This design comes from an exercise in tuning for small area, a short achievable clock period and few clock cycles on the open sky130 flow, not from production work.
The RTL was checked by simulation tests, not by an equivalence proof against the original design.
Power is estimated from default activity; no workload was simulated.

File: flow/design.v
module wts_mulaw (
    input  wire [15:0] x,
    output wire [7:0]  code
);
    wire        s = x[15];
    wire [15:0] y = x ^ {16{s}};
    wire [15:0] yall;                     
    wts_pand #(.W(16)) u_py (.a(y), .y(yall));
    wire [15:0] ya = {yall[14:0], 1'b1} & {16{s}};
    wire [16:0] ab = {s & yall[15], y ^ ya};
    wire [9:0]  h  = ab[16:7];
    wire [9:0]  hall;
    wts_pand #(.W(10)) u_ph (.a(h), .y(hall));
    wire [9:0]  ha = {hall[8:0], 1'b1};
    wire [9:0]  hm = h ^ ha;               
    wire [16:0] magr = {hm, ab[6:0]};
    wire        sat = magr[16] | magr[15];
    wire [14:0] m = sat ? 15'h7FFF : magr[14:0];
    reg [2:0] tier;
    reg [3:0] mant;
    always @* begin
        if      (m[14]) begin tier = 3'd7; mant = m[13:10]; end
        else if (m[13]) begin tier = 3'd6; mant = m[12:9];  end
        else if (m[12]) begin tier = 3'd5; mant = m[11:8];  end
        else if (m[11]) begin tier = 3'd4; mant = m[10:7];  end
        else if (m[10]) begin tier = 3'd3; mant = m[9:6];   end
        else if (m[9])  begin tier = 3'd2; mant = m[8:5];   end
        else if (m[8])  begin tier = 3'd1; mant = m[7:4];   end
        else            begin tier = 3'd0; mant = m[6:3];   end
    end
    assign code = {s, tier, mant};
endmodule
module wts_core (
    input  wire        clk,
    input  wire        rst,
    input  wire        cmd_valid,
    output wire        cmd_ready,
    input  wire [31:0] cmd,
    input  wire [31:0] dat,
    output reg         rsp_valid,
    output reg  [31:0] rsp_data,
    output reg         rsp_err,
    output reg  [3:0]  rsp_code,
    output wire        out_valid,
    input  wire        out_ready,
    output reg         out_kind,
    output reg  [1:0]  out_rg,
    output wire [31:0] out_word,
    output reg         out_eol,
    output wire        sb_req,
    input  wire        sb_ack,
    output wire [31:0] sb_addr,
    input  wire [7:0]  sb_rdata,
    output wire        busy
);
    localparam OP_NOP = 4'h0, OP_CLR = 4'h1, OP_WREG = 4'h2, OP_RREG = 4'h3,
               OP_SEG = 4'h4, OP_PADQ = 4'h5, OP_WCQ = 4'h6, OP_PCM = 4'h7,
               OP_MULAW = 4'h8, OP_ENCQ = 4'h9, OP_PUSHB = 4'hA, OP_PAD = 4'hB,
               OP_HDR = 4'hC, OP_REGION = 4'hD, OP_EXPORT = 4'hE;
    localparam [5:0] S_IDLE = 6'd0,  S_DEC = 6'd1,
                     S_G1 = 6'd2,  S_G2 = 6'd3,  S_G3 = 6'd4,  S_G4 = 6'd5,
                     S_G5 = 6'd6,  S_G6 = 6'd7,  S_G7 = 6'd8,  S_G8 = 6'd9,
                     S_G9 = 6'd10, S_G10 = 6'd11, S_G11 = 6'd12, S_GF = 6'd13,
                     S_WT1 = 6'd14, S_WT2 = 6'd15,
                     S_D1 = 6'd16, S_D2 = 6'd17, S_D3 = 6'd18, S_D3P = 6'd19,
                     S_D4 = 6'd20, S_D5 = 6'd21,
                     S_P1 = 6'd22, S_P2 = 6'd23,
                     S_R0 = 6'd24, S_R1 = 6'd25, S_R2 = 6'd26,
                     S_STR = 6'd27, S_PAD = 6'd28, S_FIN = 6'd29,
                     S_C0 = 6'd30, S_C1 = 6'd31, S_C2 = 6'd32, S_C3 = 6'd33,
                     S_C4 = 6'd34, S_C5 = 6'd35, S_GW = 6'd36;
    reg        ctrl_mode, ctrl_force;
    reg [31:0] r_start, r_end, r_sloop, r_eloop, r_dur, r_ldur;    
    reg [7:2]  wv;                    
    reg        segv, ok, smode, done, ill, nrdy;
    reg        e_order, e_malf, e_len, e_looplen, e_endloop;
    reg        rvld;                  
    reg [23:0] qa;                    
    reg [24:0] ql;                    
    reg [25:0] qd;                    
    reg [23:0] acc;
    reg [1:0]  bcnt;
    reg [2:0]  lcnt;
    reg [5:0]  st;
    reg        busy_q, crdy_q;
    reg [3:0]  op_q;
    reg [5:0]  sel;
    reg [5:0]  sel_n;                 
    reg [31:0] opa;                   
    reg [1:0]  cur_rg;
    reg        bad_q;
    reg        der_q, wct_q;
    reg        cflag;
    reg [1:0]  dk;                    
    reg [6:0]  pc;                    
    reg        sb_req_q;
    reg [26:0] sb_a;
    reg        rd_v;
    wire       rd_hi = !sb_a[0];      
    reg [7:0]  rd_q, lo_q;
    reg        out_valid_q;
    assign busy      = busy_q;
    assign cmd_ready = crdy_q;
    assign out_valid = out_valid_q;
    assign sb_req    = sb_req_q;
    assign sb_addr   = {5'd0, sb_a};
    assign out_word  = rsp_data;
    wire [31:0] T = rsp_data;
    wire [3:0] c_op = cmd[31:28];
    wire [7:0] c_ra = cmd[23:16];
    reg        c_radef;
    always @* begin
        case (c_ra)
            8'h00, 8'h01, 8'h02, 8'h03, 8'h04, 8'h05, 8'h06, 8'h07, 8'h08,
            8'h10, 8'h11, 8'h12, 8'h13, 8'h14, 8'h15,
            8'h18, 8'h19, 8'h1A, 8'h1C, 8'h1D, 8'h1E,
            8'h20, 8'h21, 8'h22, 8'h23, 8'h24, 8'h25, 8'h26:
                c_radef = 1'b1;
            default:
                c_radef = 1'b0;
        endcase
    end
    wire c_z27_24 = (cmd[27:24] == 4'd0);
    wire c_z23_16 = (cmd[23:16] == 8'd0);
    wire c_z15_8  = (cmd[15:8] == 8'd0);
    wire c_z7_0   = (cmd[7:0] == 8'd0);
    wire c_fastw = cmd_valid && (cmd[31:24] == 8'h20) && c_z15_8 && c_z7_0 &&
                   (cmd[23:19] == 5'd0) && (cmd[18:16] != 3'd1);
    wire c_der = cmd[21] || (cmd[20:19] == 2'b11);
    wire c_wct = (cmd[21:16] == 6'h23);
    reg  c_bad;
    always @* begin
        case (c_op)
            OP_NOP, OP_CLR, OP_SEG, OP_PADQ, OP_WCQ, OP_EXPORT:
                c_bad = !(c_z27_24 && c_z23_16 && c_z15_8 && c_z7_0);
            OP_WREG:
                c_bad = !(c_z27_24 && c_z15_8 && c_z7_0 && (c_ra <= 8'h07) && (c_ra != 8'h01));
            OP_RREG:
                c_bad = !(c_z27_24 && c_z15_8 && c_z7_0 && c_radef);
            OP_PCM, OP_MULAW, OP_ENCQ:
                c_bad = !(c_z27_24 && c_z23_16);
            OP_PUSHB:
                c_bad = !(c_z27_24 && c_z23_16 && c_z15_8);
            OP_PAD, OP_HDR, OP_REGION:
                c_bad = !((cmd[27:26] == 2'd0) && (cmd[25:24] != 2'd3) && c_z23_16 &&
                          c_z15_8 && c_z7_0);
            default:
                c_bad = 1'b1;
        endcase
    end
    wire [31:0] status = {7'd0, (bcnt != 2'd0), 1'b0, lcnt, 2'd0, bcnt, 3'd0,
                          e_endloop, e_looplen, e_len, e_malf, e_order,
                          2'd0, nrdy, ill, smode, done, ok, segv};
    wire [1:0]  k = {1'b0, (qa[6:0] != 7'd0)} + {1'b0, (ql[6:0] > qa[6:0])} +
                    {1'b0, (qd[6:0] > ql[6:0])};
    wire [31:0] wct_base = !rvld ? 32'd0 :
                           smode ? {8'd0, qd[25:7], 5'b00011} : {7'd0, qd[25:7], 6'b000011};
    wire [31:0] kterm = !rvld ? 32'd0 : smode ? {25'd0, k, 5'd0} : {24'd0, k, 6'd0};
    wire [6:0]  npad2   = 7'd0 - T[7:1];            
    reg [31:0] rv;
    always @* begin
        case (sel_n)
            6'h00:        rv = {30'd0, ctrl_force, ctrl_mode};
            6'h01:        rv = status;
            6'h02:        rv = wv[2] ? r_start : 32'd0;
            6'h03:        rv = wv[3] ? r_end : 32'd0;
            6'h04:        rv = wv[4] ? r_sloop : 32'd0;
            6'h05:        rv = wv[5] ? r_eloop : 32'd0;
            6'h06:        rv = wv[6] ? r_dur : 32'd0;
            6'h07:        rv = wv[7] ? r_ldur : 32'd0;
            6'h08:        rv = {8'd0, acc};
            6'h0A:        rv = wct_base;
            6'h0B:        rv = kterm;
            6'h0C:        rv = 32'd127;
            6'h0D:        rv = {24'd0, {1'b0, npad2} + {6'd0, dk} + 8'd4};
            6'h11, 6'h12: rv = rvld ? {7'd0, qa, 1'b0} : 32'd0;
            6'h13, 6'h14: rv = rvld ? {6'd0, ql, 1'b0} : 32'd0;
            6'h15:        rv = rvld ? {5'd0, qd, 1'b0} : 32'd0;
            default:      rv = 32'd0;
        endcase
    end
    reg         asub_q;               
    wire [32:0] asum;
    wts_add32 u_add (.a(opa), .b(asub_q ? ~T : T), .ci(asub_q), .s(asum));
    wire        bo   = !asum[32];                   
    wire        big  = (asum[31:25] != 7'd0);       
    wire [7:0]  mu;
    wts_mulaw u_mu (.x({rd_q, lo_q}), .code(mu));
    wire [7:0]  tag     = smode ? 8'h01 : 8'h81;
    wire        hdr_vis = segv && ok;
    wire [6:0]  npad1   = 7'd0 - T[6:0];            
    wire        wmode   = (op_q == OP_WCQ) ? ctrl_mode : smode;
    wire        wgate   = (op_q == OP_WCQ) || rvld;
    wire [31:0] wcf     = wmode ? {1'b0, cflag, T[31:7], 5'b00001} : {cflag, T[31:7], 6'b000001};
    wire [3:0]  code    = e_order   ? 4'd3 :
                          e_malf    ? 4'd4 :
                          e_len     ? 4'd5 :
                          e_looplen ? 4'd6 :
                          e_endloop ? 4'd7 : 4'd0;
    wire        fatal   = e_order || e_malf || e_len;
    wire        okc     = !fatal && (!(e_looplen || e_endloop) || ctrl_force);
    wire [5:0]  rb_code = {3'b010, cur_rg, 1'b0};
    wire [5:0]  re_code = {3'b010, cur_rg, 1'b1};
    wire [1:0]  nxt_rg  = cur_rg + 2'd1;
    wire        ofree    = !out_valid_q || out_ready;
    wire [25:0] q_e      = (cur_rg == 2'd0) ? {2'd0, qa} :
                           (cur_rg == 2'd1) ? {1'b0, ql} : qd;
    wire [26:0] end_addr = {q_e, 1'b0};
    wire [26:0] sb_all;                     
    wts_pand #(.W(27)) u_inc (.a(sb_a), .y(sb_all));
    wire [26:0] sb_inc   = sb_a ^ {sb_all[25:0], 1'b1};
    wire        in_str   = (st == S_STR);
    wire        push_v   = in_str && rd_v && (!smode || rd_hi);
    wire        blk      = push_v && (bcnt == 2'd3) && !ofree;
    wire        cap      = sb_req_q && sb_ack && !blk;
    wire        cnt_en   = (op_q == OP_REGION);
    wire        can_push = (bcnt != 2'd3) || ofree;
    wire [7:0]  psum     = {1'b0, pc} + {6'd0, bcnt};
    reg  [5:0]  st_n;
    reg         t_en, t_dat, t_rv, t_sum, t_hs, t_hstag, t_wcf, t_np, t_mu, t_wd;
    reg         rsp_go, rsp_e;
    reg  [3:0]  rsp_c;
    reg         psh;                  
    reg  [1:0]  pbs;                  
    reg         hdr_emit, pad_close, pad_fit;
    reg         wreg_en, clr_en;
    reg         g_first, g_acc, g_endl, g_lool, g_fin;
    reg         qa_ld, ql_ld, qd_ld;
    reg         ill_set, nrdy_set, done_set;
    reg         sba_ld, str_go, pc_ld;
    reg         cur_ld, dk_ld, cf_ld;
    reg  [1:0]  cur_n;
    reg         pnext;
    always @* begin
        st_n = st;       sel_n = sel;
        t_en = 1'b0;     t_dat = 1'b0;   t_rv = 1'b0;   t_sum = 1'b0;
        t_hs = 1'b0;     t_hstag = 1'b0; t_wcf = 1'b0;  t_np = 1'b0;  t_mu = 1'b0;  t_wd = 1'b0;
        rsp_go = 1'b0;   rsp_e = 1'b0;   rsp_c = 4'd0;
        psh = 1'b0;      pbs = 2'd0;
        hdr_emit = 1'b0; pad_close = 1'b0; pad_fit = 1'b0;
        wreg_en = 1'b0;  clr_en = 1'b0;
        g_first = 1'b0;  g_acc = 1'b0;   g_endl = 1'b0; g_lool = 1'b0; g_fin = 1'b0;
        qa_ld = 1'b0;    ql_ld = 1'b0;   qd_ld = 1'b0;
        ill_set = 1'b0;  nrdy_set = 1'b0; done_set = 1'b0;
        sba_ld = 1'b0;   str_go = 1'b0;  pc_ld = 1'b0;
        cur_ld = 1'b0;   cur_n = cur_rg; dk_ld = 1'b0;  cf_ld = 1'b0;  pnext = 1'b0;
        case (st)
        S_IDLE: begin
            wreg_en = c_fastw;
            t_en = 1'b1; t_dat = !c_fastw;
            sel_n = c_wct ? 6'h0B : c_der ? {3'b010, cmd[17:16], 1'b0} : cmd[21:16];
            cur_ld = 1'b1; cur_n = (c_op == OP_RREG) ? cmd[17:16] : cmd[25:24];
            if (cmd_valid && !c_fastw) st_n = S_DEC;
        end
        S_DEC: begin
            if (bad_q) begin
                ill_set = 1'b1;
                t_en = 1'b1;
                rsp_go = 1'b1; rsp_e = 1'b1; rsp_c = 4'd1;
            end else if (((op_q == OP_PAD) || (op_q == OP_HDR) || (op_q == OP_REGION)) &&
                         !(segv && ok)) begin
                nrdy_set = 1'b1;
                t_en = 1'b1;
                rsp_go = 1'b1; rsp_e = 1'b1; rsp_c = 4'd2;
            end else begin
                case (op_q)
                OP_NOP: begin
                    t_en = 1'b1; rsp_go = 1'b1;
                end
                OP_CLR: begin
                    clr_en = 1'b1; t_en = 1'b1; rsp_go = 1'b1;
                end
                OP_RREG: begin
                    t_en = 1'b1; t_rv = 1'b1;
                    if (wct_q) begin
                        sel_n = 6'h0A; st_n = S_WT2;
                    end else if (der_q) begin
                        sel_n = re_code; st_n = S_D2;
                    end else begin
                        rsp_go = 1'b1;
                    end
                end
                OP_SEG, OP_EXPORT: begin
                    clr_en = (op_q == OP_EXPORT);
                    sel_n = 6'h02; st_n = S_G1;
                end
                OP_PADQ: begin
                    t_en = 1'b1; t_np = 1'b1; rsp_go = 1'b1;
                end
                OP_WCQ: begin
                    sel_n = 6'h0C; st_n = S_D4;
                end
                OP_ENCQ: begin
                    t_en = 1'b1; t_mu = 1'b1; rsp_go = 1'b1;
                end
                OP_PCM, OP_MULAW, OP_PUSHB: begin
                    st_n = S_P1;
                end
                default: begin  
                    dk_ld = 1'b1;
                    sel_n = rb_code; st_n = S_R0;
                end
                endcase
            end
        end
        S_G1:  begin t_en = 1'b1; t_rv = 1'b1; sel_n = 6'h04; st_n = S_G2; end
        S_G2:  begin qa_ld = 1'b1; g_first = 1'b1; sel_n = 6'h05; st_n = S_G3; end
        S_G3:  begin ql_ld = 1'b1; sel_n = 6'h03; st_n = S_G4; end
        S_G4:  begin qd_ld = 1'b1; sel_n = 6'h04; st_n = S_G5; end
        S_G5:  begin t_en = 1'b1; t_rv = 1'b1; sel_n = 6'h05; st_n = S_G6; end
        S_G6:  begin g_acc = 1'b1; st_n = S_G7; end
        S_G7:  begin t_en = 1'b1; t_rv = 1'b1; sel_n = 6'h03; st_n = S_G8; end
        S_G8:  begin g_acc = 1'b1; sel_n = 6'h06; st_n = S_G9; end
        S_G9:  begin g_endl = 1'b1; st_n = S_G10; end
        S_G10: begin t_en = 1'b1; t_rv = 1'b1; sel_n = 6'h07; st_n = S_G11; end
        S_G11: begin g_lool = 1'b1; st_n = S_GF; end
        S_GF: begin
            g_fin = 1'b1;
            if (fatal || ((op_q == OP_EXPORT) && !okc)) begin
                t_en = 1'b1;
                rsp_go = 1'b1; rsp_e = 1'b1; rsp_c = code;
            end else if (op_q == OP_SEG) begin
                sel_n = 6'h0B; st_n = S_GW;
            end else begin
                cur_ld = 1'b1; cur_n = 2'd0;
                sel_n = 6'h10; st_n = S_R0;
            end
        end
        S_GW:  st_n = S_WT1;
        S_WT1: if (ofree) begin t_en = 1'b1; t_rv = 1'b1; sel_n = 6'h0A; st_n = S_WT2; end
        S_WT2: begin
            t_en = 1'b1; t_sum = 1'b1;
            rsp_go = 1'b1;
            rsp_e  = (op_q == OP_SEG) && !ok;
            rsp_c  = (op_q == OP_RREG) ? 4'd0 : code;
        end
        S_D1: begin t_en = 1'b1; t_rv = 1'b1; sel_n = re_code; st_n = S_D2; end
        S_D2: begin t_en = 1'b1; t_sum = 1'b1; st_n = S_D3; end
        S_D3: begin
            t_en = 1'b1;
            case (dk)
                2'b00: begin t_hs = 1'b1; rsp_go = 1'b1; end                   
                2'b01: begin t_hs = 1'b1; st_n = S_D3P; end                    
                2'b11: begin t_hs = hdr_vis; t_hstag = 1'b1; rsp_go = 1'b1; end  
                default: begin t_hs = 1'b1; sel_n = 6'h0C; st_n = S_D4; end     
            endcase
        end
        S_D3P: begin t_en = 1'b1; t_np = 1'b1; rsp_go = 1'b1; end
        S_D4:  begin t_en = 1'b1; t_sum = 1'b1; cf_ld = 1'b1; st_n = S_D5; end
        S_D5:  begin t_en = 1'b1; t_wcf = wgate; rsp_go = 1'b1; end
        S_P1: begin
            pbs = (op_q == OP_MULAW) ? 2'd2 : 2'd1;
            if (can_push) begin
                psh = 1'b1;
                if (bcnt == 2'd3) begin t_en = 1'b1; t_wd = 1'b1; end
                st_n = (op_q == OP_PCM) ? S_P2 : S_FIN;
            end
        end
        S_P2: begin
            pbs = 2'd0;
            if (can_push) begin
                psh = 1'b1;
                if (bcnt == 2'd3) begin t_en = 1'b1; t_wd = 1'b1; end
                st_n = S_FIN;
            end
        end
        S_R0: if (ofree) begin t_en = 1'b1; t_rv = 1'b1; sba_ld = 1'b1; sel_n = re_code; st_n = S_R1; end
        S_R1: begin t_en = 1'b1; t_sum = 1'b1; st_n = S_R2; end
        S_R2: begin
            if (op_q == OP_PAD) begin
                pc_ld = 1'b1; sel_n = 6'h09; st_n = S_PAD;
            end else if (ofree) begin
                hdr_emit = 1'b1;
                t_en = 1'b1; t_hs = 1'b1; t_hstag = 1'b1;
                if (op_q == OP_HDR) begin
                    st_n = S_FIN;
                end else begin
                    pc_ld = 1'b1; str_go = 1'b1;
                    sel_n = 6'h09; st_n = S_STR;
                end
            end
        end
        S_STR: begin
            pbs  = smode ? 2'd2 : 2'd0;
            psh  = push_v && !blk;
            if (psh && (bcnt == 2'd3)) begin
                t_en = 1'b1; t_wd = 1'b1;
            end
            if (!sb_req_q && !(rd_v && blk)) st_n = S_PAD;
        end
        S_PAD: begin
            pnext = 1'b0;
            if (pc == 7'd0) begin
                pnext = 1'b1;
            end else if (psum[7:2] != 6'd0) begin
                if (ofree) begin
                    pad_close = 1'b1;
                    t_en = 1'b1; t_wd = 1'b1;
                    pnext = (psum == 8'd4);
                end
            end else begin
                pad_fit = 1'b1;
                pnext = 1'b1;
            end
            if (!pnext) begin
            end else if (op_q == OP_EXPORT) begin
                if (cur_rg != 2'd2) begin
                    cur_ld = 1'b1; cur_n = nxt_rg;
                    sel_n = {3'b010, nxt_rg, 1'b0}; st_n = S_R0;
                end else begin
                    done_set = 1'b1;
                    sel_n = 6'h0B; st_n = S_WT1;
                end
            end else if (cnt_en) begin
                sel_n = rb_code; st_n = S_C0;
            end else begin
                st_n = S_FIN;
            end
        end
        S_C0: if (ofree) begin t_en = 1'b1; t_rv = 1'b1; sel_n = re_code; st_n = S_C1; end
        S_C1: begin t_en = 1'b1; t_sum = 1'b1; st_n = S_C2; end
        S_C2: begin                        
            if (smode) begin t_en = 1'b1; t_hs = 1'b1; end
            sel_n = 6'h0D; st_n = S_C3;
        end
        S_C3: begin t_en = 1'b1; t_sum = 1'b1; st_n = S_C4; end
        S_C4: begin t_en = 1'b1; t_hs = 1'b1; st_n = S_C5; end
        S_C5: begin t_en = 1'b1; t_hs = 1'b1; rsp_go = 1'b1; end
        default: begin  
            if (ofree) begin
                t_en = 1'b1;
                rsp_go = 1'b1;
            end
        end
        endcase
        if (rsp_go) st_n = S_IDLE;
    end
    reg  [7:0]  pb;
    always @* begin
        case (pbs)
            2'd0:    pb = rd_q;
            2'd1:    pb = lo_q;
            default: pb = mu;
        endcase
    end
    wire        close = (psh && (bcnt == 2'd3)) || pad_close;
    wire [7:0]  pbz   = pad_close ? 8'h00 : pb;
    wire [31:0] t_next = ({32{t_dat}} & dat) |
                         ({32{t_rv}}  & opa) |
                         ({32{t_sum}} & asum[31:0]) |
                         ({32{t_hs}}  & {(t_hstag ? tag : {7'd0, T[25]}), T[24:1]}) |
                         ({32{t_wd}}  & {pbz, acc}) |
                         ({32{t_wcf}} & wcf) |
                         ({32{t_np}}  & {25'd0, npad1}) |
                         ({32{t_mu}}  & {24'd0, mu});
    always @(posedge clk) begin
        if (t_en) rsp_data <= t_next;
        if (rsp_go || wreg_en) begin
            rsp_err  <= rsp_e;
            rsp_code <= rsp_c;
        end
        if (cf_ld) cflag <= asum[32];
        if (qa_ld) qa <= asum[24:1];
        if (ql_ld) ql <= asum[25:1];
        if (qd_ld) qd <= asum[26:1];
        if (st == S_IDLE) begin
            op_q  <= c_op;
            bad_q <= c_bad;
            der_q <= c_der;
            wct_q <= c_wct;
        end
        sel <= sel_n;
        opa <= rv;
        if (cur_ld) cur_rg <= cur_n;
        if (st == S_IDLE) dk <= {cmd[21], cmd[18]};
        else if (dk_ld)   dk <= bcnt;
        if (hdr_emit) begin
            out_kind <= 1'b1;
            out_rg   <= cur_rg;
            out_eol  <= 1'b0;
        end else if (close) begin
            out_kind <= 1'b0;
            out_rg   <= 2'd0;
            out_eol  <= (lcnt == 3'd7);
        end
        if (pc_ld)
            pc <= npad2;
        else if (pad_close)
            pc <= psum[6:0] - 7'd4;
        else if (pad_fit)
            pc <= 7'd0;
        if (sba_ld)
            sb_a <= opa[26:0];
        else if (in_str && cap)
            sb_a <= sb_inc;
        if (st == S_IDLE) begin
            rd_q <= cmd[15:8];
            lo_q <= cmd[7:0];
        end else if (in_str) begin
            if (cap) begin
                rd_q  <= sb_rdata;
            end
            if (rd_v && smode && !rd_hi)
                lo_q <= rd_q;
        end
        if (rst) begin
            ctrl_mode <= 1'b0; ctrl_force <= 1'b0;
            wv <= 6'd0;
            segv <= 1'b0; ok <= 1'b0; smode <= 1'b0; done <= 1'b0;
            ill <= 1'b0; nrdy <= 1'b0;
            e_order <= 1'b0; e_malf <= 1'b0; e_len <= 1'b0;
            e_looplen <= 1'b0; e_endloop <= 1'b0;
            rvld <= 1'b0;
            acc <= 24'd0; bcnt <= 2'd0; lcnt <= 3'd0;
            st <= S_IDLE;
            asub_q <= 1'b0;
            busy_q <= 1'b0;
            crdy_q <= 1'b1;
            rsp_valid <= 1'b0;
            out_valid_q <= 1'b0;
            sb_req_q <= 1'b0;
            rd_v <= 1'b0;
        end else begin
            st <= st_n;
            asub_q <= (st_n == S_G2) || (st_n == S_G3) || (st_n == S_G4) || (st_n == S_G6) ||
                      (st_n == S_G8) || (st_n == S_G9) || (st_n == S_G11) || (st_n == S_D2) ||
                      (st_n == S_R1) || (st_n == S_C1);
            rsp_valid <= rsp_go || ((st == S_IDLE) && c_fastw);
            if ((st == S_IDLE) && cmd_valid && !c_fastw) begin
                busy_q <= 1'b1;
                crdy_q <= 1'b0;
            end else if (rsp_go) begin
                busy_q <= 1'b0;
                crdy_q <= 1'b1;
            end
            if (wreg_en && (cmd[18:17] != 2'd0))
                wv[cmd[18:16]] <= 1'b1;
            if (wreg_en) begin
                case (cmd[18:16])
                    3'd0: begin ctrl_mode <= dat[0]; ctrl_force <= dat[1]; end
                    3'd2: r_start <= dat;
                    3'd3: r_end   <= dat;
                    3'd4: r_sloop <= dat;
                    3'd5: r_eloop <= dat;
                    3'd6: r_dur   <= dat;
                    default: r_ldur <= dat;
                endcase
            end
            if (ill_set) ill <= 1'b1;
            else if (clr_en) ill <= 1'b0;
            if (nrdy_set) nrdy <= 1'b1;
            else if (clr_en) nrdy <= 1'b0;
            if (done_set) done <= 1'b1;
            else if (clr_en || g_fin) done <= 1'b0;
            if (wreg_en) begin
                segv <= 1'b0;
                ok   <= 1'b0;
            end else if (g_fin) begin
                segv <= 1'b1;
                ok   <= okc;
            end
            if (g_fin) begin
                smode <= ctrl_mode;
                rvld  <= !fatal;
            end
            if (g_first) begin
                e_order <= bo; e_malf <= asum[0]; e_len <= big;
            end else if (g_acc) begin
                e_order <= e_order | bo; e_malf <= e_malf | asum[0]; e_len <= e_len | big;
            end else if (g_fin) begin
                e_malf <= e_malf && !e_order;
                e_len  <= e_len && !e_order;
            end
            if (g_endl) e_endloop <= bo;
            if (g_lool) e_looplen <= !bo;
            if (clr_en || close) begin
                acc  <= 24'd0;
                bcnt <= 2'd0;
            end else if (psh) begin
                case (bcnt)
                    2'd0:    acc[7:0]   <= pb;
                    2'd1:    acc[15:8]  <= pb;
                    default: acc[23:16] <= pb;
                endcase
                bcnt <= bcnt + 2'd1;
            end else if (pad_fit) begin
                bcnt <= psum[1:0];
            end
            if (clr_en)
                lcnt <= 3'd0;
            else if (close)
                lcnt <= lcnt + 3'd1;
            if (hdr_emit || close)
                out_valid_q <= 1'b1;
            else if (out_ready)
                out_valid_q <= 1'b0;
            if (str_go)
                sb_req_q <= (T[24:1] != 24'd0);
            else if (in_str)
                sb_req_q <= sb_req_q && !(cap && (sb_inc == end_addr));
            if (in_str)
                rd_v <= cap || blk;
        end
    end
endmodule
module wts_add32 (
    input  wire [31:0] a,
    input  wire [31:0] b,
    input  wire        ci,
    output wire [32:0] s
);
    localparam N = 33;                    
    wire [N*7-1:0] G, P;
    assign G[N-1:0] = {a & b, ci};
    assign P[N-1:0] = {a ^ b, 1'b0};
    genvar l, i;
    generate
        for (l = 0; l < 6; l = l + 1) begin : g_lv
            for (i = 0; i < N; i = i + 1) begin : g_bt
                if ((i >> l) & 1) begin : g_op
                    localparam integer J = ((i >> l) << l) - 1;
                    assign G[(l+1)*N+i] = G[l*N+i] | (P[l*N+i] & G[l*N+J]);
                    assign P[(l+1)*N+i] = P[l*N+i] & P[l*N+J];
                end else begin : g_pass
                    assign G[(l+1)*N+i] = G[l*N+i];
                    assign P[(l+1)*N+i] = P[l*N+i];
                end
            end
        end
    endgenerate
    wire [N-1:0] C = G[6*N +: N];         
    assign s = {C[32], (a ^ b) ^ C[31:0]};
endmodule
module wts_pand #(parameter W = 8) (
    input  wire [W-1:0] a,
    output wire [W-1:0] y
);
    localparam L = (W <= 2) ? 1 : (W <= 4) ? 2 : (W <= 8) ? 3 : (W <= 16) ? 4 : (W <= 32) ? 5 : 6;
    wire [W*(L+1)-1:0] n;
    assign n[W-1:0] = a;
    genvar l, i;
    generate
        for (l = 0; l < L; l = l + 1) begin : g_lv
            for (i = 0; i < W; i = i + 1) begin : g_bt
                if ((i >> l) & 1) begin : g_op
                    localparam integer J = ((i >> l) << l) - 1;
                    assign n[(l+1)*W+i] = n[l*W+i] & n[l*W+J];
                end else begin : g_pass
                    assign n[(l+1)*W+i] = n[l*W+i];
                end
            end
        end
    endgenerate
    assign y = n[L*W +: W];
endmodule
File: flow/run.sh
#!/bin/bash
# synth_recipe.tcl (not shown) runs the flow's synth.tcl, then flattens the netlist and writes it again
# the make line also repeats each setting of config.mk as NAME=value (left out here)
make -C /OpenROAD-flow-scripts/flow DESIGN_CONFIG=/design/flow/config.mk WORK_HOME=/design/flow/orfs CLKGATE_MAP_FILE= SYNTH_SCRIPT=/design/flow/synth_recipe.tcl finish
File: flow/config.mk
export PLATFORM = sky130hd
export DESIGN_NAME = wts_core
export DESIGN_NICKNAME = wts_core
export VERILOG_FILES = /design/flow/design.v
export SDC_FILE = /design/flow/constraint.sdc
export NUM_CORES = 4
export LEC_CHECK = 0
export CAP_MARGIN = 20
export CORE_MARGIN = 2
export CORE_UTILIZATION = 60
export PLACE_DENSITY = 0.7
export SLEW_MARGIN = 20
File: flow/constraint.sdc
create_clock -name core_clock -period 10.0 [get_ports {clk}]
set_input_delay 2.0000 -clock core_clock [delete_from_list [all_inputs] [get_ports {clk}]]
set_output_delay 2.0000 -clock core_clock [all_outputs]
set_load 0.01 [all_outputs]
==> flow_metrics.env, run 1 <==
export IMPL_synth_avg_cell_area_sq_um=10.2
export IMPL_synth_edf_count=367
export IMPL_port_buffer_count=180
export IMPL_ys_seq_area_share_pct=48.3
export IMPL_crit_buf_inv=3
export IMPL_finalSetupTns_ps=0
export IMPL_grt_max_degree=52
export IMPL_cap_violations=0
export IMPL_drc=0
export IMPL_dieArea_sq_um=46800
export IMPL_synth_most_common_cell="edfxtp_1"
export IMPL_grt_first_pass_wirelength_um=152000
export IMPL_num_rows=77
export IMPL_status="no timing/DRC/antenna violations"
export IMPL_ant_nets=0
export IMPL_die_x_um=216
export IMPL_cpPeakStageDelay_ps=1000
export IMPL_crit_type="input pin to register"
export IMPL_fin_crit_sh_pct=64.7
export IMPL_fin_nets=2904
export IMPL_skew_ps=33.2
export IMPL_routedWlPerCell_um=31.0
export IMPL_gr_total_overflow=0
export IMPL_drv_slew=0
export IMPL_antenna_found_initial=2
export IMPL_hp_class="register to register"
export IMPL_vdd_drop_max_v=0.000280
export IMPL_p_int_mw=4.69
export IMPL_yosys_warnings=2
export IMPL_crit_required_ps=10550
export IMPL_synthTopCellsByCount="edfxtp_1, nand2_1, nor2_1, a21oi_1, o21ai_0"
export IMPL_drt_iter0_markers=4523
export IMPL_fillers=3247
export IMPL_start_kind="input pin"
export IMPL_p_sw_share_pct=42.1
export IMPL_io_pins=187
export IMPL_cts_tree="built"
export IMPL_crit_path_top_delay_cell="and3_1"
export IMPL_p_sw_mw=3.42
export IMPL_vias=24700
export IMPL_power_total_mw=8.11
export IMPL_cts_made_buffers=49
export IMPL_synth_top_area_share_pct=40.7
export IMPL_critPathCaptureType="register"
export IMPL_setup_violations=0
export IMPL_path_max_fanout=19
export IMPL_async_flop_share_pct=0
export IMPL_hpwlAfterDp_um=71200
export IMPL_core_area_sq_um=44400
export IMPL_postCtsSetupBuffers=0
export IMPL_maxSlewHeadroom_pct=11.4
export IMPL_power_density_nw_per_um2=264
export IMPL_start_util_pct=61.0
export IMPL_syn2layout_area_growth_pct=13.5
export IMPL_post_cts_resized=0
export IMPL_ctsHoldBuffers=0
export IMPL_grt_use_total_pct=43.7
export IMPL_cp_cell_sequence="clkdlybuf4s50_1 > nand2b_1 > buf_4 > a41oi_1 > a211oi_1 > o21ai_1 > o221ai_1 > or4_4 > nor3_1 > and3_1 > buf_4 > a222oi_1 > and3_1 > nand3_1"
export IMPL_p_leak_nw=11.1
export IMPL_path_delay_family="simple AND/OR/NAND/NOR gates"
export IMPL_synth_seq_cells=469
export IMPL_clk_latency_ps=620
export IMPL_clkTransAtPathRegs_ps=60
export IMPL_fmax_mhz=155
export IMPL_clock_sinks=469
export IMPL_cts_max_level=2
export IMPL_first_global_vias=23700
export IMPL_via_per_inst=7.33
export IMPL_rsz0062_at_grt="false"
export IMPL_hold_viol_final=0
export IMPL_fin_crit_ps=6470
export IMPL_routed_wl_um=104000
export IMPL_syn_inst=2648
export IMPL_synth_top_flop_cell="edfxtp_1"
export IMPL_crit_arrival_ps=7010
export IMPL_p_seq_share_pct=35.0
export IMPL_final_util_pct=69.2
export IMPL_drt_pre_antenna_iters=8
export IMPL_cts_root_buf="clkbuf_16"
export IMPL_synth_area_leaders="edfxtp_1, dfxtp_1, ha_1, nand2_1, nor2_1"
export IMPL_synth_top_area_cell="edfxtp_1"
export IMPL_drive_gt1_share_pct=7.72
export IMPL_yosysUniqueCellTypes=101
export IMPL_fp_dieH_um=216
export IMPL_syn_area_sq_um=27100
export IMPL_place_gp_congestion=0.994
export IMPL_tightest_slew_ps=1290
export IMPL_clockBufferDepth=3
export IMPL_pwr_share_comb_pct=42.1
export IMPL_clkPwrFrac_pct=22.9
-- worst reg2reg max path: cells and delay by family (launching register included) --
| kind | cells | cell delay [ps] |
|---|---|---|
| xor+xnor | 3 | 1220 |
| compound gates | 8 | 2900 |
| fa+ha+maj | 2 | 550 |
| flops | 1 | 1120 |
| simple gates | 2 | 340 |
-- per-layer routing --
layer | global-route usage [%] | part of all wire (%) | vias up
li1 | - | - | 10300
met4 | 20.7 | 5.3 | 2
met1 | 59.9 | 37 | 11900
met2 | 65.0 | 43 | 2137
met3 | 11.5 | 14 | 396
met5 | 0 | 0.012 | -
-- path summary, 6_finish.rpt --
check | from | endpoint | slack (ps) | cells past startpoint
worst max-delay path | out_ready | opa[19] | 3530 | 14
worst min-delay path | r_start[29] | opa[29] | 460 | 2
worst max register to register | rd_q[7] | rsp_data[27] | 3610 | 15
worst min register to register | r_start[29] | opa[29] | 460 | 2
-- power groups by stage --
stage               combinational [mW]  sequential [mW]  clock [mW]
floorplan                         2.22             2.65           0
global placement                  3.18             2.84           0
detailed placement                3.25             2.85           0
CTS                               3.29             2.81        1.85
global route                      3.60             2.84        1.92
finish                            3.41             2.84        1.86
-- kinds of logic after synthesis --
logic type	after synthesis	share of synthesized area [%]
buf+inv	284	4.87
xor+xnor	133	4.30
flops	469	48.3
fa+ha+maj	95	4.64
other cells	1	0.0139
mux	73	2.81
compound gates	728	19.2
simple gates	865	15.9
-- metrics by stage --
stage | hold slack [ps] | cells | worst slack [ps] | instance area (sq um)
after floorplan | 421 | 2653 | 4600 | 27100
after global placement | 436 | 3272 | 3290 | 29000
after detailed placement | 446 | 3272 | 3210 | 29100
after CTS | 460 | 3363 | 3760 | 30700
after global routing | 486 | 3365 | 3410 | 30700
final | 460 | 3367 | 3530 | 30700
-- layout by cell type, fill, tap and decap left out, types with 28 or more instances in the layout --
cell,count
edfxtp_1,367
nand2_1,248
nor2_1,202
clkdlybuf4s50_1,180
a21oi_1,130
o21ai_0,122
dfxtp_1,101
nand3_1,90
a22oi_1,85
ha_1,84
inv_1,82
xor2_1,67
a222oi_1,67
xnor2_1,66
nor3_1,50
clkbuf_16,49
mux2i_1,48
buf_4,47
a221oi_1,39
nand2b_1,38
nor2b_1,37
a22o_1,31
and3_1,28
-- state kept, by name (all words and copies together), names as in the netlist, 24 cells and up --
register,cells
opa,32
r_dur,32
r_eloop,32
r_end,32
r_ldur,32
r_sloop,32
r_start,32
rsp_data,32
sb_a,27
qd,26
ql,25
acc,24
qa,24
-- area by class of cell --
class	instances	area, sq um	area share, %
antenna	3	7.51	0.0244
tap	592	741	2.41
clock inverter	26	292	0.949
timing repair buffer	228	2170	7.08
inverter	84	315	1.03
clock buffer	65	1320	4.29
multi-input combinational	1900	12800	41.7
sequential	469	13100	42.5
Testbench counts, summed over its fixed seeds: cycles 99,460.
==> inputs of run 2 (changes only) <==
--- a/flow/design.v
+++ b/flow/design.v
@@ -68,7 +68,8 @@
                      S_R0 = 6'd24, S_R1 = 6'd25, S_R2 = 6'd26,
                      S_STR = 6'd27, S_PAD = 6'd28, S_FIN = 6'd29,
                      S_C0 = 6'd30, S_C1 = 6'd31, S_C2 = 6'd32, S_C3 = 6'd33,
-                     S_C4 = 6'd34, S_C5 = 6'd35, S_GW = 6'd36;
+                     S_C4 = 6'd34, S_C5 = 6'd35, S_GW = 6'd36,
+                     S_EQ = 6'd37, S_RR = 6'd38;
     reg        ctrl_mode, ctrl_force;
     reg [31:0] r_start, r_end, r_sloop, r_eloop, r_dur, r_ldur;    
     reg [7:2]  wv;                    
@@ -98,6 +99,8 @@
     reg        rd_v;
     wire       rd_hi = !sb_a[0];      
     reg [7:0]  rd_q, lo_q;
+    reg [7:0]  mu_q;                  
+    reg        mu_v;
     reg        out_valid_q;
     assign busy      = busy_q;
     assign cmd_ready = crdy_q;
@@ -210,9 +213,12 @@
     wts_pand #(.W(27)) u_inc (.a(sb_a), .y(sb_all));
     wire [26:0] sb_inc   = sb_a ^ {sb_all[25:0], 1'b1};
     wire        in_str   = (st == S_STR);
-    wire        push_v   = in_str && rd_v && (!smode || rd_hi);
+    wire        push_v   = in_str && (smode ? mu_v : rd_v);
     wire        blk      = push_v && (bcnt == 2'd3) && !ofree;
-    wire        cap      = sb_req_q && sb_ack && !blk;
+    wire        mu_free  = !mu_v || !blk;
+    wire        rd_keep  = in_str && rd_v && (smode ? (rd_hi && !mu_free) : blk);
+    wire        mu_load  = in_str && smode && rd_v && rd_hi && mu_free;
+    wire        cap      = sb_req_q && sb_ack && !rd_keep;
     wire        cnt_en   = (op_q == OP_REGION);
     wire        can_push = (bcnt != 2'd3) || ofree;
     wire [7:0]  psum     = {1'b0, pc} + {6'd0, bcnt};
@@ -248,7 +254,6 @@
         S_IDLE: begin
             wreg_en = c_fastw;
             t_en = 1'b1; t_dat = !c_fastw;
-            sel_n = c_wct ? 6'h0B : c_der ? {3'b010, cmd[17:16], 1'b0} : cmd[21:16];
             cur_ld = 1'b1; cur_n = (c_op == OP_RREG) ? cmd[17:16] : cmd[25:24];
             if (cmd_valid && !c_fastw) st_n = S_DEC;
         end
@@ -271,14 +276,7 @@
                     clr_en = 1'b1; t_en = 1'b1; rsp_go = 1'b1;
                 end
                 OP_RREG: begin
-                    t_en = 1'b1; t_rv = 1'b1;
-                    if (wct_q) begin
-                        sel_n = 6'h0A; st_n = S_WT2;
-                    end else if (der_q) begin
-                        sel_n = re_code; st_n = S_D2;
-                    end else begin
-                        rsp_go = 1'b1;
-                    end
+                    st_n = S_RR;
                 end
                 OP_SEG, OP_EXPORT: begin
                     clr_en = (op_q == OP_EXPORT);
@@ -291,7 +289,7 @@
                     sel_n = 6'h0C; st_n = S_D4;
                 end
                 OP_ENCQ: begin
-                    t_en = 1'b1; t_mu = 1'b1; rsp_go = 1'b1;
+                    st_n = S_EQ;
                 end
                 OP_PCM, OP_MULAW, OP_PUSHB: begin
                     st_n = S_P1;
@@ -327,6 +325,17 @@
             end
         end
         S_GW:  st_n = S_WT1;
+        S_RR: begin
+            t_en = 1'b1; t_rv = 1'b1;
+            if (wct_q) begin
+                sel_n = 6'h0A; st_n = S_WT2;
+            end else if (der_q) begin
+                sel_n = re_code; st_n = S_D2;
+            end else begin
+                rsp_go = 1'b1;
+            end
+        end
+        S_EQ:  begin t_en = 1'b1; t_mu = 1'b1; rsp_go = 1'b1; end
         S_WT1: if (ofree) begin t_en = 1'b1; t_rv = 1'b1; sel_n = 6'h0A; st_n = S_WT2; end
         S_WT2: begin
             t_en = 1'b1; t_sum = 1'b1;
@@ -386,7 +395,7 @@
             if (psh && (bcnt == 2'd3)) begin
                 t_en = 1'b1; t_wd = 1'b1;
             end
-            if (!sb_req_q && !(rd_v && blk)) st_n = S_PAD;
+            if (!sb_req_q && !rd_keep && !mu_load && !(mu_v && blk)) st_n = S_PAD;
         end
         S_PAD: begin
             pnext = 1'b0;
@@ -440,7 +449,7 @@
         case (pbs)
             2'd0:    pb = rd_q;
             2'd1:    pb = lo_q;
-            default: pb = mu;
+            default: pb = mu_q;
         endcase
     end
     wire        close = (psh && (bcnt == 2'd3)) || pad_close;
@@ -452,7 +461,7 @@
                          ({32{t_wd}}  & {pbz, acc}) |
                          ({32{t_wcf}} & wcf) |
                          ({32{t_np}}  & {25'd0, npad1}) |
-                         ({32{t_mu}}  & {24'd0, mu});
+                         ({32{t_mu}}  & {24'd0, mu_q});
     always @(posedge clk) begin
         if (t_en) rsp_data <= t_next;
         if (rsp_go || wreg_en) begin
@@ -460,6 +469,12 @@
             rsp_code <= rsp_c;
         end
         if (cf_ld) cflag <= asum[32];
+        if (wreg_en && (cmd[18:16] == 3'd2)) r_start <= dat;
+        if (wreg_en && (cmd[18:16] == 3'd3)) r_end   <= dat;
+        if (wreg_en && (cmd[18:16] == 3'd4)) r_sloop <= dat;
+        if (wreg_en && (cmd[18:16] == 3'd5)) r_eloop <= dat;
+        if (wreg_en && (cmd[18:16] == 3'd6)) r_dur   <= dat;
+        if (wreg_en && (cmd[18:16] == 3'd7)) r_ldur  <= dat;
         if (qa_ld) qa <= asum[24:1];
         if (ql_ld) ql <= asum[25:1];
         if (qd_ld) qd <= asum[26:1];
@@ -469,7 +484,8 @@
             der_q <= c_der;
             wct_q <= c_wct;
         end
-        sel <= sel_n;
+        sel <= (st == S_IDLE) ? (c_wct ? 6'h0B : c_der ? {3'b010, cmd[17:16], 1'b0} : cmd[21:16])
+                              : sel_n;
         opa <= rv;
         if (cur_ld) cur_rg <= cur_n;
         if (st == S_IDLE) dk <= {cmd[21], cmd[18]};
@@ -503,6 +519,8 @@
             if (rd_v && smode && !rd_hi)
                 lo_q <= rd_q;
         end
+        if (mu_load || (st == S_DEC))
+            mu_q <= mu;
         if (rst) begin
             ctrl_mode <= 1'b0; ctrl_force <= 1'b0;
             wv <= 6'd0;
@@ -520,6 +538,7 @@
             out_valid_q <= 1'b0;
             sb_req_q <= 1'b0;
             rd_v <= 1'b0;
+            mu_v <= 1'b0;
         end else begin
             st <= st_n;
             asub_q <= (st_n == S_G2) || (st_n == S_G3) || (st_n == S_G4) || (st_n == S_G6) ||
@@ -535,17 +554,7 @@
             end
             if (wreg_en && (cmd[18:17] != 2'd0))
                 wv[cmd[18:16]] <= 1'b1;
-            if (wreg_en) begin
-                case (cmd[18:16])
-                    3'd0: begin ctrl_mode <= dat[0]; ctrl_force <= dat[1]; end
-                    3'd2: r_start <= dat;
-                    3'd3: r_end   <= dat;
-                    3'd4: r_sloop <= dat;
-                    3'd5: r_eloop <= dat;
-                    3'd6: r_dur   <= dat;
-                    default: r_ldur <= dat;
-                endcase
-            end
+            if (wreg_en && (cmd[18:16] == 3'd0)) begin ctrl_mode <= dat[0]; ctrl_force <= dat[1]; end
             if (ill_set) ill <= 1'b1;
             else if (clr_en) ill <= 1'b0;
             if (nrdy_set) nrdy <= 1'b1;
@@ -599,7 +608,9 @@
             else if (in_str)
                 sb_req_q <= sb_req_q && !(cap && (sb_inc == end_addr));
             if (in_str)
-                rd_v <= cap || blk;
+                rd_v <= cap || rd_keep;
+            if (in_str)
+                mu_v <= mu_load || (mu_v && blk);
         end
     end
 endmodule
--- a/flow/config.mk
+++ b/flow/config.mk
@@ -9,4 +9,5 @@
 export CORE_MARGIN = 2
 export CORE_UTILIZATION = 60
 export PLACE_DENSITY = 0.7
+export SETUP_SLACK_MARGIN = 5
 export SLEW_MARGIN = 20
==> flow_metrics.env, run 2 <==
export IMPL_cap_violations=0
export IMPL_ff_latch_area_sq_um=13300
export IMPL_drt_iter0_markers=4914
export IMPL_fin_crit_sh_pct=50.3
export IMPL_drc=0
export IMPL_place_gp_congestion=1.04
export IMPL_tightest_slew_ps=1220
export IMPL_ys_seq_area_share_pct=48.5
export IMPL_syn_area_sq_um=27500
export IMPL_fp_dieH_um=218
export IMPL_hold_end="opa[16]"
export IMPL_final_area_sq_um=31800
export IMPL_timing_rr_end="opa[5]"
export IMPL_gr_total_overflow=0
export IMPL_ctsHoldBuffers=0
export IMPL_synth_top_area_share_pct=41.0
export IMPL_cts_made_buffers=50
export IMPL_antenna_found_initial=2
export IMPL_io_pins=187
export IMPL_fmax_mhz=199
export IMPL_pre_cts_slack_ps=3650
export IMPL_r2r_slack_ps=4970
export IMPL_start_kind="register"
export IMPL_synth_top_flop_cell="edfxtp_1"
export IMPL_ff2ff_path_depth=16
export IMPL_num_rows=78
export IMPL_synth_edf_count=375
export IMPL_start_util_pct=60.7
export IMPL_finalNonFillerCells=3449
export IMPL_hp_start="r_sloop[16]"
export IMPL_fillers=3333
export IMPL_crit_arrival_ps=5540
export IMPL_drv_slew=0
export IMPL_ant_nets=0
export IMPL_yosysUniqueCellTypes=103
export IMPL_yosys_warnings=2
export IMPL_rsz0062_at_grt="true"
export IMPL_vdd_drop_max_v=0.000223
export IMPL_multi_input_area_sq_um=13300
export IMPL_hold_viol_final=0
export IMPL_grt_use_total_pct=44.0
export IMPL_cts_root_buf="clkbuf_16"
export IMPL_synth_area_leaders="edfxtp_1, dfxtp_1, ha_1, nand2_1, nor2_1"
export IMPL_clk_latency_ps=640
export IMPL_first_global_vias=23500
export IMPL_clkTransAtPathRegs_ps=60
export IMPL_via_per_inst=7.25
export IMPL_drt_pre_antenna_iters=13
export IMPL_crit_type="register to register"
export IMPL_power_total_mw=9.04
export IMPL_crit_required_ps=10510
export IMPL_synth_seq_cells=478
export IMPL_clock_sinks=478
export IMPL_final_util_pct=70.2
export IMPL_grt_max_degree=51
export IMPL_drive_gt1_share_pct=9.73
export IMPL_setup_violations=0
export IMPL_hp_class="register to register"
export IMPL_final_cell_mix="edfxtp_1, nand2_1, nor2_1"
export IMPL_dieArea_sq_um=47500
export IMPL_core_area_sq_um=45300
export IMPL_final_common_cell="edfxtp_1"
export IMPL_power_density_nw_per_um2=284
export IMPL_placed_area_sq_um=29500
export IMPL_fin_hold_ws_ps=467
export IMPL_clockBufferDepth=3
export IMPL_cts_tree="built"
export IMPL_vias=25000
export IMPL_hpwlAfterDp_um=73600
export IMPL_fin_nets=2976
export IMPL_fin_ws_ps=4970
export IMPL_critPathCaptureType="register"
export IMPL_syn_inst=2692
export IMPL_async_flop_share_pct=0
export IMPL_path_max_fanout=32
export IMPL_dp_cells=3327
export IMPL_synth_avg_cell_area_sq_um=10.2
export IMPL_port_buffer_count=180
export IMPL_timing_rr_start="bcnt[1]"
export IMPL_p_leak_nw=11.6
export IMPL_status="no timing/DRC/antenna violations"
export IMPL_synthTopCellsByCount="edfxtp_1, nand2_1, nor2_1, a21oi_1, o21ai_0"
export IMPL_critPathLaunch="bcnt[1]"
export IMPL_routedWlPerCell_um=30.9
export IMPL_cts_max_level=2
export IMPL_skew_ps=52.9
export IMPL_synth_top_area_cell="edfxtp_1"
export IMPL_die_x_um=218
export IMPL_maxSlewHeadroom_pct=17.6
export IMPL_grt_first_pass_wirelength_um=154000
export IMPL_hold_depth=2
export IMPL_routed_wl_um=107000
export IMPL_syn2layout_area_growth_pct=15.7
export IMPL_finalSetupTns_ps=0
export IMPL_synth_most_common_cell="edfxtp_1"
export IMPL_fin_crit_ps=5030
-- run 2: cell types whose count changed after synthesis, moves of 12 or more --
cell | before | now
nand3b_1 | 14 | 2
a221oi_1 | 39 | 25
nand2_1 | 248 | 285
nand3_1 | 90 | 103
a222oi_1 | 67 | 54
-- run 2: metal layers --
metal	up-vias	global-route usage [%]	share of wire [%]
met5	-	0	0.023
met4	4	16.3	4.3
met3	352	17.7	17
met2	2237	64.1	42
met1	12000	59.1	36
li1	10400	-	-
-- run 2: layout make-up --
type                    count  area share, %
clock buffers              78           4.65
multi-input cells        1940           41.9
well taps                 600           2.36
inverters                  82          0.968
flip-flops and latches    478           41.9
diodes                      3         0.0236
repair buffers            252           7.63
clock inverters            16          0.543
-- run 2: power breakdown --
part | internal, mW | total (mW) | leakage (nW) | switching [mW]
Sequential | 2.56 | 3.04 | 4.28 | 0.484
Clock | 1.05 | 1.89 | 0.791 | 0.836
Combinational | 1.48 | 4.10 | 6.50 | 2.63
-- run 2: cell families (layout without fill, tap and decap cells) --
| family | after synthesis | after routing | share of synthesized area (%) |
|---|---|---|---|
| and+or+nand+nor | 921 | 921 | 16.5 |
| AOI/OAI and AO/OA | 699 | 699 | 18.3 |
| DFF | 478 | 478 | 48.5 |
| buffers and inverters | 279 | 428 | 4.67 |
| xor gates and xnor gates | 141 | 141 | 4.49 |
| adders and majority gates | 95 | 95 | 4.57 |
| muxes | 78 | 78 | 2.97 |
| other | 1 | 9 | 0.0136 |
-- run 2: worst max-delay path by stage --
| stage | end | cells after the start |
|---|---|---|
| final | opa[5] | 16 |
| after global routing | asub_q | 13 |
| after CTS | opa[5] | 14 |
| after detailed placement | opa[18] | 13 |
| after global placement | opa[24] | 14 |
| after floorplan | r_eloop[0] | 6 |
-- run 2: critical path, stage by stage, from the launching register on --
cell and delay [ps]:
dfxtp_1 580, inv_1 270, fa_1 590, xnor2_1 310, ha_1 210, nand2_1 90
nor3_4 220, o221a_4 240, nor2_4 80, or2_4 280, o41a_1 450, o211ai_4 260
nor4_4 70, buf_6 220, a222oi_1 410, nand2_1 90, or4_1 490
-- run 2: repair_timing --
item / in CTS / in global routing
resized for setup: 31 / 48
pin swaps: 8 / 15
endpoints found under the setup margin: 238 / 84
setup buffers: 9 / 15
gates cloned: 0 / 1
Testbench counts of run 2, summed over its fixed seeds: cycles 99,877.
==> inputs of run 3 (changes only) <==
--- a/flow/design.v
+++ b/flow/design.v
@@ -69,7 +69,7 @@
                      S_STR = 6'd27, S_PAD = 6'd28, S_FIN = 6'd29,
                      S_C0 = 6'd30, S_C1 = 6'd31, S_C2 = 6'd32, S_C3 = 6'd33,
                      S_C4 = 6'd34, S_C5 = 6'd35, S_GW = 6'd36,
-                     S_EQ = 6'd37, S_RR = 6'd38;
+                     S_EQ = 6'd37, S_RR = 6'd38, S_GX = 6'd39;
     reg        ctrl_mode, ctrl_force;
     reg [31:0] r_start, r_end, r_sloop, r_eloop, r_dur, r_ldur;    
     reg [7:2]  wv;                    
@@ -187,6 +187,7 @@
     wts_add32 u_add (.a(opa), .b(asub_q ? ~T : T), .ci(asub_q), .s(asum));
     wire        bo   = !asum[32];                   
     wire        big  = (asum[31:25] != 7'd0);       
+    reg         bo_q, big_q;                        
     wire [7:0]  mu;
     wts_mulaw u_mu (.x({rd_q, lo_q}), .code(mu));
     wire [7:0]  tag     = smode ? 8'h01 : 8'h81;
@@ -230,7 +231,7 @@
     reg  [1:0]  pbs;                  
     reg         hdr_emit, pad_close, pad_fit;
     reg         wreg_en, clr_en;
-    reg         g_first, g_acc, g_endl, g_lool, g_fin;
+    reg         g_m0, g_m1, g_o0, g_o1, g_endl, g_lool, g_fin;
     reg         qa_ld, ql_ld, qd_ld;
     reg         ill_set, nrdy_set, done_set;
     reg         sba_ld, str_go, pc_ld;
@@ -245,7 +246,7 @@
         psh = 1'b0;      pbs = 2'd0;
         hdr_emit = 1'b0; pad_close = 1'b0; pad_fit = 1'b0;
         wreg_en = 1'b0;  clr_en = 1'b0;
-        g_first = 1'b0;  g_acc = 1'b0;   g_endl = 1'b0; g_lool = 1'b0; g_fin = 1'b0;
+        g_m0 = 1'b0; g_m1 = 1'b0; g_o0 = 1'b0; g_o1 = 1'b0; g_endl = 1'b0; g_lool = 1'b0; g_fin = 1'b0;
         qa_ld = 1'b0;    ql_ld = 1'b0;   qd_ld = 1'b0;
         ill_set = 1'b0;  nrdy_set = 1'b0; done_set = 1'b0;
         sba_ld = 1'b0;   str_go = 1'b0;  pc_ld = 1'b0;
@@ -302,16 +303,17 @@
             end
         end
         S_G1:  begin t_en = 1'b1; t_rv = 1'b1; sel_n = 6'h04; st_n = S_G2; end
-        S_G2:  begin qa_ld = 1'b1; g_first = 1'b1; sel_n = 6'h05; st_n = S_G3; end
-        S_G3:  begin ql_ld = 1'b1; sel_n = 6'h03; st_n = S_G4; end
+        S_G2:  begin qa_ld = 1'b1; g_m0 = 1'b1; sel_n = 6'h05; st_n = S_G3; end
+        S_G3:  begin ql_ld = 1'b1; g_o0 = 1'b1; sel_n = 6'h03; st_n = S_G4; end
         S_G4:  begin qd_ld = 1'b1; sel_n = 6'h04; st_n = S_G5; end
         S_G5:  begin t_en = 1'b1; t_rv = 1'b1; sel_n = 6'h05; st_n = S_G6; end
-        S_G6:  begin g_acc = 1'b1; st_n = S_G7; end
-        S_G7:  begin t_en = 1'b1; t_rv = 1'b1; sel_n = 6'h03; st_n = S_G8; end
-        S_G8:  begin g_acc = 1'b1; sel_n = 6'h06; st_n = S_G9; end
-        S_G9:  begin g_endl = 1'b1; st_n = S_G10; end
-        S_G10: begin t_en = 1'b1; t_rv = 1'b1; sel_n = 6'h07; st_n = S_G11; end
-        S_G11: begin g_lool = 1'b1; st_n = S_GF; end
+        S_G6:  begin g_m1 = 1'b1; st_n = S_G7; end
+        S_G7:  begin t_en = 1'b1; t_rv = 1'b1; g_o1 = 1'b1; sel_n = 6'h03; st_n = S_G8; end
+        S_G8:  begin g_m1 = 1'b1; sel_n = 6'h06; st_n = S_G9; end
+        S_G9:  begin g_o1 = 1'b1; st_n = S_G10; end
+        S_G10: begin t_en = 1'b1; t_rv = 1'b1; g_endl = 1'b1; sel_n = 6'h07; st_n = S_G11; end
+        S_G11: begin st_n = S_GX; end
+        S_GX:  begin g_lool = 1'b1; st_n = S_GF; end
         S_GF: begin
             g_fin = 1'b1;
             if (fatal || ((op_q == OP_EXPORT) && !okc)) begin
@@ -336,7 +338,7 @@
             end
         end
         S_EQ:  begin t_en = 1'b1; t_mu = 1'b1; rsp_go = 1'b1; end
-        S_WT1: if (ofree) begin t_en = 1'b1; t_rv = 1'b1; sel_n = 6'h0A; st_n = S_WT2; end
+        S_WT1: begin sel_n = 6'h0A; if (ofree) begin t_en = 1'b1; t_rv = 1'b1; st_n = S_WT2; end end
         S_WT2: begin
             t_en = 1'b1; t_sum = 1'b1;
             rsp_go = 1'b1;
@@ -373,11 +375,12 @@
                 st_n = S_FIN;
             end
         end
-        S_R0: if (ofree) begin t_en = 1'b1; t_rv = 1'b1; sba_ld = 1'b1; sel_n = re_code; st_n = S_R1; end
+        S_R0: begin sel_n = re_code; if (ofree) begin t_en = 1'b1; t_rv = 1'b1; sba_ld = 1'b1; st_n = S_R1; end end
         S_R1: begin t_en = 1'b1; t_sum = 1'b1; st_n = S_R2; end
         S_R2: begin
+            sel_n = 6'h09;
             if (op_q == OP_PAD) begin
-                pc_ld = 1'b1; sel_n = 6'h09; st_n = S_PAD;
+                pc_ld = 1'b1; st_n = S_PAD;
             end else if (ofree) begin
                 hdr_emit = 1'b1;
                 t_en = 1'b1; t_hs = 1'b1; t_hstag = 1'b1;
@@ -385,7 +388,7 @@
                     st_n = S_FIN;
                 end else begin
                     pc_ld = 1'b1; str_go = 1'b1;
-                    sel_n = 6'h09; st_n = S_STR;
+                    st_n = S_STR;
                 end
             end
         end
@@ -399,6 +402,10 @@
         end
         S_PAD: begin
             pnext = 1'b0;
+            if (op_q == OP_EXPORT)
+                sel_n = (cur_rg != 2'd2) ? {3'b010, nxt_rg, 1'b0} : 6'h0B;
+            else
+                sel_n = rb_code;
             if (pc == 7'd0) begin
                 pnext = 1'b1;
             end else if (psum[7:2] != 6'd0) begin
@@ -415,18 +422,18 @@
             end else if (op_q == OP_EXPORT) begin
                 if (cur_rg != 2'd2) begin
                     cur_ld = 1'b1; cur_n = nxt_rg;
-                    sel_n = {3'b010, nxt_rg, 1'b0}; st_n = S_R0;
+                    st_n = S_R0;
                 end else begin
                     done_set = 1'b1;
-                    sel_n = 6'h0B; st_n = S_WT1;
+                    st_n = S_WT1;
                 end
             end else if (cnt_en) begin
-                sel_n = rb_code; st_n = S_C0;
+                st_n = S_C0;
             end else begin
                 st_n = S_FIN;
             end
         end
-        S_C0: if (ofree) begin t_en = 1'b1; t_rv = 1'b1; sel_n = re_code; st_n = S_C1; end
+        S_C0: begin sel_n = re_code; if (ofree) begin t_en = 1'b1; t_rv = 1'b1; st_n = S_C1; end end
         S_C1: begin t_en = 1'b1; t_sum = 1'b1; st_n = S_C2; end
         S_C2: begin                        
             if (smode) begin t_en = 1'b1; t_hs = 1'b1; end
@@ -486,7 +493,10 @@
         end
         sel <= (st == S_IDLE) ? (c_wct ? 6'h0B : c_der ? {3'b010, cmd[17:16], 1'b0} : cmd[21:16])
                               : sel_n;
-        opa <= rv;
+        if (!((st == S_R0) || (st == S_C0) || (st == S_WT1)) || ofree)
+            opa <= rv;
+        bo_q  <= bo;
+        big_q <= big;
         if (cur_ld) cur_rg <= cur_n;
         if (st == S_IDLE) dk <= {cmd[21], cmd[18]};
         else if (dk_ld)   dk <= bcnt;
@@ -541,9 +551,10 @@
             mu_v <= 1'b0;
         end else begin
             st <= st_n;
-            asub_q <= (st_n == S_G2) || (st_n == S_G3) || (st_n == S_G4) || (st_n == S_G6) ||
-                      (st_n == S_G8) || (st_n == S_G9) || (st_n == S_G11) || (st_n == S_D2) ||
-                      (st_n == S_R1) || (st_n == S_C1);
+            asub_q <= (st == S_G1) || (st == S_G2) || (st == S_G3) || (st == S_G5) ||
+                      (st == S_G7) || (st == S_G8) || (st == S_G10) ||
+                      ((st == S_RR) && der_q && !wct_q) ||
+                      (((st == S_R0) || (st == S_C0)) && ofree);
             rsp_valid <= rsp_go || ((st == S_IDLE) && c_fastw);
             if ((st == S_IDLE) && cmd_valid && !c_fastw) begin
                 busy_q <= 1'b1;
@@ -572,16 +583,21 @@
                 smode <= ctrl_mode;
                 rvld  <= !fatal;
             end
-            if (g_first) begin
-                e_order <= bo; e_malf <= asum[0]; e_len <= big;
-            end else if (g_acc) begin
-                e_order <= e_order | bo; e_malf <= e_malf | asum[0]; e_len <= e_len | big;
-            end else if (g_fin) begin
+            if (g_m0)
+                e_malf <= asum[0];
+            else if (g_m1)
+                e_malf <= e_malf | asum[0];
+            else if (g_fin)
                 e_malf <= e_malf && !e_order;
+            if (g_o0) begin
+                e_order <= bo_q; e_len <= big_q;
+            end else if (g_o1) begin
+                e_order <= e_order | bo_q; e_len <= e_len | big_q;
+            end else if (g_fin) begin
                 e_len  <= e_len && !e_order;
             end
-            if (g_endl) e_endloop <= bo;
-            if (g_lool) e_looplen <= !bo;
+            if (g_endl) e_endloop <= bo_q;
+            if (g_lool) e_looplen <= !bo_q;
             if (clr_en || close) begin
                 acc  <= 24'd0;
                 bcnt <= 2'd0;
==> flow/flow/run.sh (new file) <==
#!/bin/bash
set -euo pipefail
sed -i '/SETUP_SLACK_MARGIN/d' config.mk
echo 'export SETUP_SLACK_MARGIN = 6' >> config.mk
bash standard.sh > standard.log 2>&1
==> flow/standard.sh (new file) <==
#!/bin/bash
# synth_recipe.tcl (not shown) runs the flow's synth.tcl, then flattens the netlist and writes it again
# the make line also repeats each setting of config.mk as NAME=value (left out here)
make -C /OpenROAD-flow-scripts/flow DESIGN_CONFIG=/design/flow/config.mk WORK_HOME=/design/flow/orfs CLKGATE_MAP_FILE= SYNTH_SCRIPT=/design/flow/synth_recipe.tcl "${@:-finish}"
--- a/flow/config.mk
+++ b/flow/config.mk
@@ -9,5 +9,5 @@
 export CORE_MARGIN = 2
 export CORE_UTILIZATION = 60
 export PLACE_DENSITY = 0.7
-export SETUP_SLACK_MARGIN = 5
 export SLEW_MARGIN = 20
+export SETUP_SLACK_MARGIN = 6
removed: flow/run.sh
==> flow_metrics.env, run 3 <==
export IMPL_ff_latch_area_sq_um=13700
export IMPL_final_area_sq_um=33400
export IMPL_syn_area_sq_um=27600
export IMPL_synth_simple_area_share_pct=15.9
export IMPL_gr_total_overflow=0
export IMPL_core_area_sq_um=45400
export IMPL_routed_wl_um=108000
export IMPL_fin_crit_ps=4220
export IMPL_synth_top_flop_cell="edfxtp_1"
export IMPL_async_flop_share_pct=0
export IMPL_fillers=3126
export IMPL_multi_input_area_sq_um=13500
export IMPL_p_leak_nw=12.3
export IMPL_yosys_warnings=2
export IMPL_vdd_drop_max_v=0.000433
export IMPL_cts_made_buffers=50
export IMPL_synth_fa_ha_area_share_pct=4.63
export IMPL_final_util_pct=73.5
export IMPL_cts_tree="built"
export IMPL_ant_nets=0
export IMPL_cts_root_buf="clkbuf_16"
export IMPL_drive_gt1_share_pct=15.5
export IMPL_cap_violations=0
export IMPL_cp_cell_sequence="buf_16 > xor2_1 > ha_1 > and4_1 > buf_4 > a21oi_1 > o21ai_2 > nand3_1 > a21oi_2 > nor3_4 > o211ai_1 > a21oi_2 > o21bai_1 > fa_1 > a221o_1 > a21oi_2 > o21ai_1"
export IMPL_clock_sinks=480
export IMPL_final_common_cell="edfxtp_1"
export IMPL_setup_violations=0
export IMPL_path_max_fanout=16
export IMPL_synth_top_area_cell="edfxtp_1"
export IMPL_power_density_nw_per_um2=294
export IMPL_port_buffer_count=180
export IMPL_pre_cts_slack_ps=4420
export IMPL_die_x_um=218
export IMPL_io_pins=187
export IMPL_maxSlewHeadroom_pct=13.7
export IMPL_clk_latency_ps=620
export IMPL_rsz0062_at_grt="true"
export IMPL_via_per_inst=7.22
export IMPL_cts_max_level=2
export IMPL_finalSetupTns_ps=0
export IMPL_yosysUniqueCellTypes=95
export IMPL_routedWlPerCell_um=30.5
export IMPL_status="no timing/DRC/antenna violations"
export IMPL_hp_start="out_kind"
export IMPL_crit_top_cell="a21oi_2"
export IMPL_start_kind="register"
export IMPL_synth_edf_count=407
export IMPL_drv_slew=0
export IMPL_drt_pre_antenna_iters=10
export IMPL_cpPeakStageDelay_ps=470
export IMPL_vias=25400
export IMPL_clockBufferDepth=3
export IMPL_fmax_mhz=237
export IMPL_critPathLaunch="asub_q"
export IMPL_synth_top_area_share_pct=44.4
export IMPL_hp_class="register to register"
export IMPL_timing_rr_start="asub_q"
export IMPL_fin_ws_ps=5780
export IMPL_num_rows=78
export IMPL_synthTopCellsByCount="edfxtp_1, nand2_1, nor2_1, a21oi_1, o21ai_0"
export IMPL_crit_type="register to register"
export IMPL_fp_dieH_um=218
export IMPL_synth_most_common_cell="edfxtp_1"
export IMPL_crit_arrival_ps=4560
export IMPL_synthXorXnorAreaFrac_pct=4.16
export IMPL_drt_iter0_markers=4773
export IMPL_fin_nets=3055
export IMPL_antenna_found_initial=2
export IMPL_syn_inst=2661
export IMPL_crit_required_ps=10340
export IMPL_drc=0
==> run 3: changes by cell type after synthesis, sizes merged, moves of 10 or more <==
cell and delta:
dfxtp -30, nor2 -11, a22oi -15, o21ai +14, xnor2 -10, a32oi -10
edfxtp +32, a21oi +28, mux2i -14, nand3 -23
==> run 3: layout make-up <==
type | count | share of cell area [%]
Sequential cell | 480 | 41.1
Antenna cell | 2 | 0.0150
Tap cell | 600 | 2.25
Inverter | 84 | 0.964
Multi-Input combinational cell | 1922 | 40.6
Clock inverter | 25 | 0.863
Timing Repair Buffer | 345 | 10.0
Clock buffer | 69 | 4.28
==> run 3: logic make-up (layout without fill, tap and decap cells) <==
kind of cell / count (synthesis) / count (layout)
simple gates: 892 / 900
compound gates: 727 / 727
flops: 480 / 480
buf+inv: 272 / 523
xor+xnor: 131 / 131
fa+ha+maj: 97 / 97
mux: 61 / 61
other cells: 1 / 8
==> run 3: layer usage <==
| layer | wire length, um | global-route usage, % |
|---|---|---|
| met1 | 38200 | 59.5 |
| met2 | 45100 | 63.5 |
| met3 | 18200 | 16.0 |
| met4 | 6250 | 23.0 |
| met5 | 13 | 0.313 |
==> run 3: path summary, 6_finish.rpt <==
path,endpoint,slack [ps],cells after the start
max,rsp_data[31],5780,17
min reg2reg,out_kind,460,1
max reg2reg,rsp_data[31],5780,17
min,out_kind,460,1
==> run 3: where the power goes <==
group	switching [mW]	leakage (nW)	total (mW)	internal [mW]
clock	0.829	0.827	1.96	1.13
sequential	0.375	4.45	2.97	2.60
combinational	3.01	6.99	4.87	1.86
==> run 3: what timing repair did <==
item	in CTS	in global routing
pin swaps	59	45
resized for setup	166	93
cloned	10	0
hold buffers	0	0
setup buffers	80	36
endpoints found under the setup margin	312	346
==> run 3: metrics by stage <==
step / power, mW / instances
6_report: 9.81 / 3527
5_1_grt: 10.1 / 3525
4_1_cts: 9.29 / 3489
3_5_place_dp: 6.89 / 3305
3_3_place_gp: 6.80 / 3304
2_1_floorplan: 5.55 / 2666
==> run 3: worst register-to-register path, stage by stage, from the launching register on <==
cell	delay, ps
dfxtp_4	470
buf_16	250
xor2_1	210
ha_1	280
and4_1	230
buf_4	140
a21oi_1	200
o21ai_2	150
nand3_1	220
a21oi_2	110
nor3_4	270
o211ai_1	190
a21oi_2	170
o21bai_1	90
fa_1	460
a221o_1	320
a21oi_2	120
o21ai_1	100
Testbench counts of run 3, summed over its fixed seeds: cycles 99,941.

## separate check: timing with driven ports
In the flow no input, the clock included, has a driving cell. The finished layouts below were timed again as built, in two steps.
Step 1: set_driving_cell puts a clkbuf_16 on clk and a buf_2 on each other input, an assumption about the parent block.
Step 2 also shifts input and output timing later by t, the mid clock arrival at the registers, as if the neighbouring blocks saw the same clock.
a / b / c = ideal / step 1 / step 2; a / b = the first two.
run | shift t [ns] | slack for setup (ns)
run 1 | 0.667 | 3.533 / 3.575 / 2.908
run 2 | 0.677 | 4.966 / 4.966 / 4.373
run 3 | 0.675 | 5.778 / 5.778 / 5.292
After both steps setup and hold are still met in every run listed.
